This design comes from an exercise in tuning for small area on the open sky130 flow, not from production work.
Only simulation tests tie the RTL to the original design; equivalence was not proved.

==> flow/design.v <==
module rcsw_rx (
    input  wire        clk,
    input  wire        rst,           
    input  wire [7:0]  rxtol,         
    input  wire        edge_valid,
    input  wire [31:0] edge_t,        
    output wire        edge_ready,
    input  wire        clear,         
    output reg         avail,
    output wire [31:0] res_value,
    output wire [7:0]  res_bitlen,
    output wire [31:0] res_delay
);
    localparam [2:0] P_CLR = 3'd0, P_IDLE = 3'd1, P_R1 = 3'd2, P_R2 = 3'd3, P_R6 = 3'd7;
    reg  [3:0]  cnt;
    reg  [2:0]  ph;
    reg  [31:0] E;       
    reg  [31:0] LT;      
    reg  [31:0] CODE;    
    reg  [31:0] RV;      
    reg  [15:0] PER;     
    reg  [15:0] TOL;     
    reg  [15:0] RD;      
    reg         BLN;
    reg  [3:0]  BL;
    reg         z;
    reg         o;
    reg  [5:0]  k;
    reg         rpt0;    
    reg         prevL;   
    reg         prevM;   
    reg         fvalid;  
    reg         f1, f3;  
    reg         fsr, cmr, insr;
    wire r1 = (ph == P_R1);
    wire r2 = (ph == P_R2);
    wire rf = (ph >= P_R2);      
    wire r6 = (ph == P_R6);
    wire c0 = (cnt == 4'd0);
    wire c15 = (cnt == 4'd15);
    wire clr = rst || (ph == P_CLR);
    wire fs_c;
    assign edge_ready = c15 && ((ph == P_IDLE) || (r1 && !fs_c) || r6);
    wire take = edge_ready && edge_valid;
    wire [2:0] rr = ph - P_R2;
    wire [6:0] a = {rr, cnt};
    reg  [11:0] SH;
    reg  [1:0]  SX;
    wire bor = SH[0];
    wire bin = c0 ? 1'b0 : bor;
    wire d0  = E[0] ^ LT[0] ^ bin;
    wire bm  = (~E[0] & LT[0]) | (~(E[0] ^ LT[0]) & bin);
    wire d1  = E[1] ^ LT[1] ^ bm;
    wire bout = (~E[1] & LT[1]) | (~(E[1] ^ LT[1]) & bm);
    localparam [31:0] K_L = 32'd100000;
    localparam [31:0] K_5 = 32'd5001;
    localparam [31:0] K_B = 32'd393216;
    wire gL = SH[1], g5 = SH[2], gB = SH[3];
    wire [1:0] kL = K_L[2*cnt +: 2];
    wire [1:0] k5 = K_5[2*cnt +: 2];
    wire [1:0] kB = K_B[2*cnt +: 2];
    wire gL_n = (d1 != kL[1]) ? d1 : (d0 != kL[0]) ? d0 : (c0 ? 1'b1 : gL);
    wire g5_n = (d1 != k5[1]) ? d1 : (d0 != k5[0]) ? d0 : (c0 ? 1'b1 : g5);
    wire gB_n = (d1 != kB[1]) ? d1 : (d0 != kB[0]) ? d0 : (c0 ? 1'b1 : gB);
    wire p0  = cnt[3] ? 1'b0 : PER[4];    
    wire pm  = cnt[3] ? 1'b0 : PER[3];    
    wire pmm = cnt[3] ? 1'b0 : PER[2];    
    wire h0  = cnt[3] ? 1'b0 : TOL[10];   
    wire h1  = cnt[3] ? 1'b0 : TOL[11];   
    wire cs = SH[4], cg = SH[5];
    wire cs_i = c0 ? 1'b0 : cs;
    wire cg_i = c0 ? 1'b0 : cg;
    wire [2:0] sw = {1'b0, d1, d0} + {1'b0, h1, h0} + cs_i;
    wire [1:0] s  = sw[1:0];
    wire [2:0] gw = {1'b0, h1, h0} + {1'b0, p0, pm} + cg_i;
    wire [1:0] g  = gw[1:0];
    wire nL1 = SH[8], nU1 = SH[9], nL3 = SH[10], nU3 = SH[11];
    function ge2;    
        input [1:0] x;
        input [1:0] y;
        input       prev;
        begin
            ge2 = (x[1] != y[1]) ? x[1] : (x[0] != y[0]) ? x[0] : prev;
        end
    endfunction
    wire nL1_n = ge2(s,        {p0, pm},  c0 ? 1'b1 : nL1);
    wire nU1_n = ge2({h1, h0}, {d1, d0},  c0 ? 1'b1 : nU1);
    wire nL3_n = ge2(s,        {pm, pmm}, c0 ? 1'b1 : nL3);
    wire nU3_n = ge2(g,        {d1, d0},  c0 ? 1'b1 : nU3);
    wire upd   = r1 && c15;
    wire sync  = (gL_n && prevL) || (g5_n && prevM);
    wire noise = !sync && g5_n;
    wire ordi  = !g5_n;
    wire full  = !z && !o && (k == 6'd33);
    wire n1    = nL1_n && nU1_n;
    wire n3    = nL3_n && nU3_n;
    wire b0    = f1 && n3;
    wire b1    = f3 && n1;
    assign fs_c = sync || noise || (ordi && z);
    wire cm_c  = sync && rpt0 && !z && o && (k >= 6'd24) && fvalid;
    wire ins_c = ordi && !z && o;
    wire [2:0] cy = SH[2:0];
    wire [2:0] cy_i = (r2 && c0) ? 3'd0 : cy;
    wire e0  = r2 ? E[0] : 1'b0;
    wire e1  = r2 ? E[1] : 1'b0;
    wire e17 = (r2 && c0) ? 1'b0 : E[17];
    wire e18 = (r2 && c0) ? 1'b0 : E[18];
    wire [4:0] ysum = e0 + E[27] + E[22] + e17 + (a == 7'd7) + cy_i +
                      ((e1 + E[28] + E[23] + e18) << 1);
    wire [1:0] y = ysum[1:0];
    wire perw = (a >= 7'd10) && (a <= 7'd17);
    wire [6:0] am = a - 7'd10;
    wire [1:0] pk = am[5:4];
    wire [3:0] pcn = am[3:0];
    wire pact = (a >= 7'd10) && (a <= 7'd73);
    reg  [2:0] pt;    
    always @(*) begin
        case (pk)
        2'd0:    pt = {y, PER[15]};
        2'd1:    pt = {PER[15:14], PER[13]};
        2'd2:    pt = {PER[13:12], PER[11]};
        default: pt = {PER[11:10], PER[9]};
        endcase
    end
    wire pval = ({2'b00, pcn} >= {3'b000, pk}) && ({2'b00, pcn} <= {3'b000, pk} + 5'd7);
    wire [2:0] pp = pval ? pt : 3'b000;
    wire [1:0] rk = rxtol[2 * pk +: 2];
    wire [1:0] acc = (pk == 2'd0) ? 2'b00 : CODE[1:0];
    wire [1:0] cp_i = (pcn == 4'd0) ? 2'd0 : SX[1:0];
    wire [3:0] psum = acc[0] + (rk[0] & pp[1]) + (rk[1] & pp[0]) + cp_i +
                      ((acc[1] + (rk[0] & pp[2]) + (rk[1] & pp[1])) << 1);
    wire [1:0] pd = psum[1:0];
    wire [1:0] qd = (a >= 7'd64 && a <= 7'd73) ? CODE[23:22] : 2'b00;
    wire [1:0] nq = (a <= 7'd68) ? ~pd : 2'b11;
    wire [1:0] cv = SH[4:3];
    wire [1:0] cv_i = (a == 7'd59) ? 2'd0 : cv;
    wire [3:0] vsum = qd[0] + nq[0] + (a == 7'd64) + cv_i + ((qd[1] + nq[1]) << 1);
    wire vwin = (a >= 7'd59) && (a <= 7'd76);
    wire [1:0] v = vwin ? vsum[1:0] : 2'b00;
    wire [4:0] VH = {SH[7], SH[11:8]};
    wire [1:0] cw = SH[6:5];
    wire [1:0] cw_i = (a == 7'd59) ? 2'd0 : cw;
    wire [3:0] wsum = v[0] + VH[2] + VH[4] + cw_i + ((v[1] + VH[1] + VH[3]) << 1);
    wire [1:0] w = wsum[1:0];
    wire tolw = (a >= 7'd69) && (a <= 7'd76);
    wire hc_i = (a == 7'd69) ? 1'b0 : SH[0];
    wire [2:0] hsum = {1'b0, w} + {1'b0, PER[11:10]} + hc_i;
    reg  dly;
    wire [1:0] E_in  = r1 ? {d1, d0} : E[1:0];
    wire [1:0] LT_in = clr ? 2'b00 : (r1 ? E[1:0] : LT[1:0]);
    wire first = (k == 6'd1);
    reg  [1:0] CODE_in;
    always @(*) begin
        if (insr)
            CODE_in = c0 ? {CODE[0] && !first, !(f1 && nL3 && nU3)}
                         : (first ? 2'b00 : {CODE[0], dly});
        else if (rf && fsr && pact)
            CODE_in = pd;
        else
            CODE_in = CODE[1:0];
    end
    wire [1:0] RV_in  = clr ? 2'b00 : ((r2 && cmr) ? CODE[1:0] : RV[1:0]);
    wire perz = (a >= 7'd2) && (a <= 7'd9);
    wire [1:0] PER_in = (rf && fsr && perw) ? y :
                        ((r2 && fsr && perz) ? 2'b00 : PER[1:0]);
    wire [1:0] RD_in  = clr ? 2'b00 : ((r2 && cmr && perz) ? PER[1:0] : RD[1:0]);
    wire [1:0] TOL_in = (rf && fsr && tolw) ? hsum[1:0] : TOL[1:0];
    always @(posedge clk) begin
        if (take)
            E <= edge_t;
        else
            E <= {E_in, E[31:2]};
        LT   <= {LT_in, LT[31:2]};
        CODE <= {CODE_in, CODE[31:2]};
        RV   <= {RV_in, RV[31:2]};
        PER  <= {PER_in, PER[15:2]};
        TOL  <= {TOL_in, TOL[15:2]};
        RD   <= {RD_in, RD[15:2]};
        dly  <= CODE[1];
        if (r1)
            SH <= {nU3_n, nL3_n, nU1_n, nL1_n,
                   2'b00, gw[2], sw[2],
                   gB_n, g5_n, gL_n, bout};
        else
            SH <= {VH[1:0], v[0], v[1], VH[2], wsum[3:2], vsum[3:2], ysum[4:3],
                   (a >= 7'd18) ? hsum[2] : ysum[2]};
        SX <= psum[3:2];
    end
    always @(posedge clk) begin
        if (rst) begin
            cnt   <= 4'd0;
            ph    <= P_CLR;
            z     <= 1'b1;
            rpt0  <= 1'b1;
            prevL <= 1'b0;
            prevM <= 1'b0;
            avail <= 1'b0;
            BLN   <= 1'b0;
            BL    <= 4'd0;
            fsr   <= 1'b0;
            cmr   <= 1'b0;
            insr  <= 1'b0;
        end else begin
            cnt <= cnt + 4'd1;
            case (ph)
            P_CLR:  if (c15) ph <= P_IDLE;
            P_IDLE: if (take) ph <= P_R1;
            P_R1:   if (c15) ph <= fs_c ? P_R2 : (take ? P_R1 : P_IDLE);
            P_R6:   if (c15) ph <= take ? P_R1 : P_IDLE;
            default: if (c15) ph <= ph + 3'd1;      
            endcase
            if (clear)
                avail <= 1'b0;
            if (c15)
                insr <= upd && ins_c;
            if (upd) begin
                fsr    <= fs_c;
                cmr    <= cm_c;
                if (cm_c) begin
                    avail <= 1'b1;
                    BLN   <= 1'b1;
                    BL    <= {k[5], k[2:0]};
                end
                if (sync || noise) begin
                    rpt0   <= sync ? 1'b0 : 1'b1;
                    prevL  <= gL_n;
                    prevM  <= g5_n && !gL_n;
                    fvalid <= !gB_n;
                    z      <= 1'b0;
                    k      <= 6'd0;
                    o      <= 1'b0;
                end else if (full) begin
                    rpt0 <= 1'b1;
                    z    <= 1'b1;
                end else if (z) begin
                    prevL  <= 1'b0;
                    prevM  <= 1'b0;
                    fvalid <= 1'b1;
                    z      <= 1'b0;
                    k      <= 6'd0;
                    o      <= 1'b0;
                end else begin
                    if (!o) begin
                        f1 <= n1;
                        f3 <= n3;
                    end else begin
                        fvalid <= fvalid && (b0 || b1);
                        k      <= k + 6'd1;
                    end
                    o <= !o;
                end
            end
        end
    end
    genvar gk;
    generate
        for (gk = 0; gk < 32; gk = gk + 1) begin : g_rv
            assign res_value[gk] = RV[(gk + 2) % 32];
        end
        for (gk = 0; gk < 16; gk = gk + 1) begin : g_rd
            assign res_delay[gk] = RD[(gk + 6) % 16];
        end
    endgenerate
    assign res_delay[31:16] = 16'd0;
    assign res_bitlen = {2'b00, BL[3], BLN && !BL[3], BLN && !BL[3], BL[2:0]};
endmodule
Settings: LEC_CHECK=0, ABC_AREA=1, CAP_MARGIN=20, CORE_MARGIN=2, CORE_UTILIZATION=40, SLEW_MARGIN=20; clock period 40.0 ns.
standard.sh (not shown) runs the stock make flow with config.mk's settings and CLKGATE_MAP_FILE= SYNTH_SCRIPT=/design/flow/synth_recipe.tcl, a recipe that flattens the netlist after the stock synthesis.
==> flow/flow/run.sh <==
#!/bin/bash
# The standard layout (standard.sh), with these changes to how it is built:
#  - synthesis maps the logic with an area-only ABC script (flow/abc_area.script: amap,
#    no buffering or sizing for speed) and without the full-adder cells;
#    registers are mapped exactly as in the standard synthesis;
#  - the port buffers are the smallest buffer cell (buffer_ports -buffer_cell);
#  - the clock tree uses small clock buffers in small sink clusters and no
#    dummy loads.
# Everything standard.sh prints goes to standard.log in the work folder; ORFS
# keeps each tool's own log under orfs/logs/.
set -euo pipefail
cd "$(dirname "$0")/.."
rm -rf scripts_area
cp -r "$FLOW_HOME/scripts" scripts_area
cp flow/abc_area.script scripts_area/abc_area.script
export SCRIPTS_DIR="$PWD/scripts_area"
export BUFFER_PORTS_ARGS="-buffer_cell sky130_fd_sc_hd__buf_1"
export CTS_ARGS="-sink_clustering_enable -repair_clock_nets -dont_use_dummy_load -root_buf sky130_fd_sc_hd__clkbuf_8 -sink_clustering_buffer sky130_fd_sc_hd__clkbuf_4 -sink_clustering_size 11 -sink_clustering_max_diameter 45 -buf_list {sky130_fd_sc_hd__clkbuf_4 sky130_fd_sc_hd__clkbuf_8}"
bash standard.sh ADDER_MAP_FILE= finish > standard.log 2>&1
==> flow/flow/abc_area.script <==
strash
dch -f
amap
topo
Edit:
--- a/flow/design.v
+++ b/flow/design.v
@@ -32,5 +32,5 @@
     reg         fvalid;  
     reg         f1, f3;  
-    reg         fsr, cmr, insr;
+    reg         fsr, cmr, insr, firstr, nbr;
     wire r1 = (ph == P_R1);
     wire r2 = (ph == P_R2);
@@ -55,5 +55,5 @@
     localparam [31:0] K_L = 32'd100000;
     localparam [31:0] K_5 = 32'd5001;
-    localparam [31:0] K_B = 32'd393216;
+    localparam [31:0] K_B = 32'd344472;     
     wire gL = SH[1], g5 = SH[2], gB = SH[3];
     wire [1:0] kL = K_L[2*cnt +: 2];
@@ -63,16 +63,22 @@
     wire g5_n = (d1 != k5[1]) ? d1 : (d0 != k5[0]) ? d0 : (c0 ? 1'b1 : g5);
     wire gB_n = (d1 != kB[1]) ? d1 : (d0 != kB[0]) ? d0 : (c0 ? 1'b1 : gB);
-    wire p0  = cnt[3] ? 1'b0 : PER[4];    
-    wire pm  = cnt[3] ? 1'b0 : PER[3];    
-    wire pmm = cnt[3] ? 1'b0 : PER[2];    
-    wire h0  = cnt[3] ? 1'b0 : TOL[10];   
-    wire h1  = cnt[3] ? 1'b0 : TOL[11];   
-    wire cs = SH[4], cg = SH[5];
-    wire cs_i = c0 ? 1'b0 : cs;
-    wire cg_i = c0 ? 1'b0 : cg;
-    wire [2:0] sw = {1'b0, d1, d0} + {1'b0, h1, h0} + cs_i;
-    wire [1:0] s  = sw[1:0];
-    wire [2:0] gw = {1'b0, h1, h0} + {1'b0, p0, pm} + cg_i;
-    wire [1:0] g  = gw[1:0];
+    wire p0 = cnt[3] ? 1'b0 : PER[4];    
+    wire p1 = cnt[3] ? 1'b0 : PER[5];    
+    wire pm = cnt[3] ? 1'b0 : PER[3];    
+    wire t0 = cnt[3] ? 1'b0 : TOL[10];   
+    wire t1 = cnt[3] ? 1'b0 : TOL[11];   
+    wire cs = SH[4], c3 = SH[5], ch1 = SH[6], ch3 = SH[7];
+    wire cs_i  = c0 ? 1'b0 : cs;
+    wire c3_i  = c0 ? 1'b0 : c3;
+    wire ch1_i = c0 ? 1'b0 : ch1;
+    wire ch3_i = c0 ? 1'b0 : ch3;
+    wire [1:0] s  = {d1, d0} + {t1, t0} + cs_i;
+    wire       cs_o = ({1'b0, d1, d0} + {1'b0, t1, t0} + cs_i) >> 2;
+    wire [2:0] p3w = {1'b0, p1, p0} + {1'b0, p0, pm} + c3_i;
+    wire [1:0] p3 = p3w[1:0];
+    wire [2:0] h1w = {1'b0, p1, p0} + {1'b0, t1, t0} + ch1_i;
+    wire [1:0] h1 = h1w[1:0];
+    wire [2:0] h3w = {1'b0, p3} + {1'b0, t1, t0} + ch3_i;
+    wire [1:0] h3 = h3w[1:0];
     wire nL1 = SH[8], nU1 = SH[9], nL3 = SH[10], nU3 = SH[11];
     function ge2;    
@@ -84,8 +90,8 @@
         end
     endfunction
-    wire nL1_n = ge2(s,        {p0, pm},  c0 ? 1'b1 : nL1);
-    wire nU1_n = ge2({h1, h0}, {d1, d0},  c0 ? 1'b1 : nU1);
-    wire nL3_n = ge2(s,        {pm, pmm}, c0 ? 1'b1 : nL3);
-    wire nU3_n = ge2(g,        {d1, d0},  c0 ? 1'b1 : nU3);
+    wire nL1_n = ge2(s,  {p1, p0}, c0 ? 1'b1 : nL1);
+    wire nU1_n = ge2(h1, {d1, d0}, c0 ? 1'b1 : nU1);
+    wire nL3_n = ge2(s,  p3,       c0 ? 1'b1 : nL3);
+    wire nU3_n = ge2(h3, {d1, d0}, c0 ? 1'b1 : nU3);
     wire upd   = r1 && c15;
     wire sync  = (gL_n && prevL) || (g5_n && prevM);
@@ -100,4 +106,5 @@
     wire cm_c  = sync && rpt0 && !z && o && (k >= 6'd24) && fvalid;
     wire ins_c = ordi && !z && o;
+    wire fst_c = (k == 6'd0);
     wire [2:0] cy = SH[2:0];
     wire [2:0] cy_i = (r2 && c0) ? 3'd0 : cy;
@@ -144,15 +151,12 @@
     wire [1:0] w = wsum[1:0];
     wire tolw = (a >= 7'd69) && (a <= 7'd76);
-    wire hc_i = (a == 7'd69) ? 1'b0 : SH[0];
-    wire [2:0] hsum = {1'b0, w} + {1'b0, PER[11:10]} + hc_i;
     reg  dly;
     wire [1:0] E_in  = r1 ? {d1, d0} : E[1:0];
     wire [1:0] LT_in = clr ? 2'b00 : (r1 ? E[1:0] : LT[1:0]);
-    wire first = (k == 6'd1);
     reg  [1:0] CODE_in;
     always @(*) begin
         if (insr)
-            CODE_in = c0 ? {CODE[0] && !first, !(f1 && nL3 && nU3)}
-                         : (first ? 2'b00 : {CODE[0], dly});
+            CODE_in = c0 ? {CODE[0] && !firstr, nbr}
+                         : (firstr ? 2'b00 : {CODE[0], dly});
         else if (rf && fsr && pact)
             CODE_in = pd;
@@ -165,5 +169,5 @@
                         ((r2 && fsr && perz) ? 2'b00 : PER[1:0]);
     wire [1:0] RD_in  = clr ? 2'b00 : ((r2 && cmr && perz) ? PER[1:0] : RD[1:0]);
-    wire [1:0] TOL_in = (rf && fsr && tolw) ? hsum[1:0] : TOL[1:0];
+    wire [1:0] TOL_in = (rf && fsr && tolw) ? w : TOL[1:0];
     always @(posedge clk) begin
         if (take)
@@ -180,9 +184,8 @@
         if (r1)
             SH <= {nU3_n, nL3_n, nU1_n, nL1_n,
-                   2'b00, gw[2], sw[2],
+                   h3w[2], h1w[2], p3w[2], cs_o,
                    gB_n, g5_n, gL_n, bout};
         else
-            SH <= {VH[1:0], v[0], v[1], VH[2], wsum[3:2], vsum[3:2], ysum[4:3],
-                   (a >= 7'd18) ? hsum[2] : ysum[2]};
+            SH <= {VH[1:0], v[0], v[1], VH[2], wsum[3:2], vsum[3:2], ysum[4:2]};
         SX <= psum[3:2];
     end
@@ -217,4 +220,6 @@
                 fsr    <= fs_c;
                 cmr    <= cm_c;
+                nbr    <= !b0;
+                firstr <= fst_c;
                 if (cm_c) begin
                     avail <= 1'b1;
Effect: Wire length goes down by about 0.7%; hold slack gets worse by 0.020 ns; global-route usage came out lower by 0.25 points; critical path depth went down by 3; worst setup slack gets better by 0.44 ns; non-clock buffer count drops by 1; clock-buffer cell count grows by 1; register-to-register slack gains 0.85 ns; final area came out higher by 1.3%; utilization goes down by 0.50 points; sequential share of layout area barely changes; final cell count is higher by 0.35%; via count is higher by about 0.34%.

==> separate check: timing with driven ports <==
No port has a modelled driver above. Below, the same layouts with a new extraction and two added sets of constraints. Step 1 (the two cells are an assumption about what drives the block):
set clk [get_ports {clk}]
set_driving_cell -lib_cell sky130_fd_sc_hd__clkbuf_16 $clk
set_driving_cell -lib_cell sky130_fd_sc_hd__buf_2 [delete_from_list [all_inputs] $clk]
Step 2, shift: input delay + t, output delay - t, t = (earliest + latest rising clock arrival at the registers) / 2. This alone moves slack from input paths to output paths. Three values: no drivers, after step 1, after step 2; two values: the first two.
run	t, ns	setup slack, ns	hold slack, ns	worst register clock-pin slew, ns
the first run	0.540	26.788 / 26.749 / 26.897	0.318 / 0.318 / 0.318	0.12 / 0.12
the second run	0.543	27.232 / 27.192 / 27.187	0.298 / 0.298 / 0.298	0.11 / 0.11
After both steps setup and hold are still met in every run listed. For the second run, which loses most, drivers alone change the setup slack by -0.040 ns; drivers and shift together by -0.045 ns.
